What follows belongs to an exercise in optimizing a design on an open flow for small area; a production flow would make more cautious choices. Where RTL was checked, it was by simulation tests only, not by an equivalence proof against the original. Power and IR drop assume default switching activity.

Setup of branch sierra:
## modbus_slave
module modbus_slave (
    input  wire        clk,
    input  wire        rst,
    input  wire [31:0] cfg_baud,
    input  wire [7:0]  cfg_slave_id,
    input  wire [15:0] cfg_base,
    input  wire [15:0] cfg_size,
    input  wire [31:0] cfg_timeout,
    input  wire        poll_req,
    output wire        poll_done,
    output wire [7:0]  alarm_code,
    output wire        busy,
    output wire        fault,
    input  wire        rx_avail,
    input  wire [7:0]  rx_data,
    output wire        rx_pop,
    output wire        tx_push,
    output reg  [7:0]  tx_data,
    output wire        tx_flush_req,
    input  wire        tx_flush_done,
    input  wire [31:0] clk_now,
    input  wire        tick_us,
    input  wire        dir_set,
    output wire        de,
    output wire        de_oe,
    output wire [15:0] st_idx,
    output wire        st_rd,
    input  wire [15:0] st_rdata,
    output wire        st_wr,
    output wire [15:0] st_wdata
);
    localparam L = 63;                       
    localparam [4:0]
        S_IDLE  = 5'd0,
        S_PSTART= 5'd1,
        S_RXA   = 5'd2,      
        S_RXB   = 5'd3,      
        S_RXC   = 5'd4,      
        S_WD0   = 5'd20,     
        S_WD1   = 5'd21,     
        S_DISP  = 5'd5,
        S_DRY   = 5'd6,      
        S_PMR   = 5'd7,
        S_W06   = 5'd8,
        S_TXW   = 5'd9,
        S_TXH   = 5'd10,
        S_RD    = 5'd11,
        S_HI    = 5'd12,
        S_LO    = 5'd13,
        S_CRC1  = 5'd14,
        S_CRC2  = 5'd15,
        S_FLUSH = 5'd16,
        S_HOLD  = 5'd17,
        S_DONE  = 5'd18,
        S_FAULT = 5'd19;
    reg [4:0]  state;
    reg [8*L-1:0] ring;
    reg [5:0]  ph;
    reg [5:0]  cur;
    reg [26:0] acc;
    reg [31:0] last_act;
    reg [15:0] crc;
    reg [16:0] idx;
    reg [4:0]  rem;
    reg [2:0]  md;           
    reg        alarm;
    reg        dir_en;
    reg        first;        
    reg [4:0]  wph;          
    reg        wbr;          
    reg        wgt;          
    wire [7:0] r1 = ring[8*(L-1) +: 8];      
  ...
Size in the first run: about 230 I/O pins.
Settings: LEC_CHECK=0, CAP_MARGIN=20, CORE_MARGIN=2, CORE_UTILIZATION=55, CTS_BUF_LIST=sky130_fd_sc_hd__clkbuf_16, CTS_CLUSTER_DIAMETER=80, CTS_CLUSTER_SIZE=30, SLEW_MARGIN=20; clock period 10.0 ns.
run.sh (not shown) runs the stock make flow with config.mk's settings and CLKGATE_MAP_FILE= SYNTH_SCRIPT=/design/flow/synth_recipe.tcl, a recipe that flattens the netlist after the stock synthesis.
Looking at the reports, branch sierra completed the entire flow and the layout it produced met the timing, design-rule and antenna checks.
--- input diff branch sierra..branch fjord ---
--- a/flow/design.v
+++ b/flow/design.v
@@ -91,38 +91,28 @@
     wire [7:0] r4 = ring[8*(L-4) +: 8];
     wire [7:0] r5 = ring[8*(L-5) +: 8];
     wire [7:0] r6 = ring[8*(L-6) +: 8];
     wire [7:0] r7 = ring[8*(L-7) +: 8];
     wire [7:0]  f_id   = r1;
     wire [7:0]  f_fc   = r2;
     wire [15:0] f_addr = {r3, r4};
     wire [15:0] f_qty  = {r5, r6};
     wire [7:0]  f_bc   = r7;
     wire [16:0] sub     = {1'b0, f_addr} - {1'b0, cfg_base};
     wire        addr_lt = sub[16];
-    function automatic gt16(input [15:0] a, input [15:0] b, input cin);
-        integer k;
-        reg c;
-        begin
-            c = cin;
-            for (k = 0; k < 16; k = k + 1)
-                c = (a[k] & ~b[k]) | (~(a[k] ^ b[k]) & c);
-            gt16 = c;
-        end
-    endfunction
-    wire        qty_gt  = gt16(f_qty, cfg_size, 1'b0);
+    wire        qty_gt  = f_qty > cfg_size;
     wire        qty_gt29= f_qty > 16'd29;
     wire [4:0]  qty_sat = (f_qty[15:5] != 11'd0) ? 5'd31 : f_qty[4:0];
     wire        bc_ok   = ({2'b00, f_bc} + 10'd9) == {4'b0000, cur};
     wire        frame_ok= (cur > 6'd7) && (f_id == cfg_slave_id) && (crc == 16'd0);
-    wire        idx_out = idx[16] | gt16(idx[15:0], cfg_size, 1'b1);
+    wire        idx_out = idx >= {1'b0, cfg_size};
     wire        fast    = cfg_baud > 32'd19200;
     wire [14:0] b       = fast ? 15'd20000 : cfg_baud[14:0];
     wire        done    = acc[26];
     wire        exc     = md[2];
     wire        is03    = (md == 3'b001);
     wire        pop     = (state == S_RXC) && (done || first);
     wire        cap     = (state == S_RXA) && rx_avail && (ph == cur);
     wire        ld15 = pop;
     wire        ld35 = (state == S_FLUSH) && tx_flush_done;
     wire        ld   = ld15 | ld35;
     wire [26:0] acc_a = ld15 ? 27'd52108863 :
--- outcome ---
branch fjord went all the way through the flow, and no timing, DRC or antenna check failed. Routed wire in branch fjord totals less than in branch sierra. There was hardly any difference in adder-cell area share of the yosys netlist between branch sierra and branch fjord. In branch fjord, the area after synthesis came out 190 um2 above the value in branch sierra. Compare branch sierra and branch fjord | met2 global-route usage lower: branch sierra. Count of cells resized by post-cts repair across branch sierra and branch fjord: no real change. Against branch sierra, area of the core in branch fjord rose slightly. Compared with branch sierra, branch fjord degrades total power draw. branch fjord vs branch sierra — post-layout instance area climbed slightly. Comparing branch fjord with branch sierra, the number of non-clock buffers in the layout came out essentially unchanged.
No functional check of the RTL was part of branch fjord.

afterwards: timing with drivers on the ports:
In the flow no input, the clock included, has a driving cell. The finished layouts below were timed again as built, in two steps. Step 1, drivers: a clkbuf_16 drives clk and a buf_2 each remaining input, both assumed. Step 2 moves the port delays by t, midway between the first and last clock arrival at a register: inputs arrive t later, outputs are due t later. That takes back most of the time a late clock gives input paths. a / b / c = no drivers / after step 1 / after step 2; a / b = the first two.
| run | t, ns | slack for setup (ns) | worst setup path after step 2 | pins driven straight from the clock port |
|---|---|---|---|---|
| branch sierra | 0.635 | 3.294 / 3.267 / 2.907 | input to register | 1 |
| branch fjord | 0.645 | 2.638 / 2.613 / 2.613 | input to output | 1 |
After both steps setup and hold are still met in every run listed. For branch sierra, which loses most, drivers alone change the setup slack by -0.027 ns; drivers and shift together by -0.387 ns.
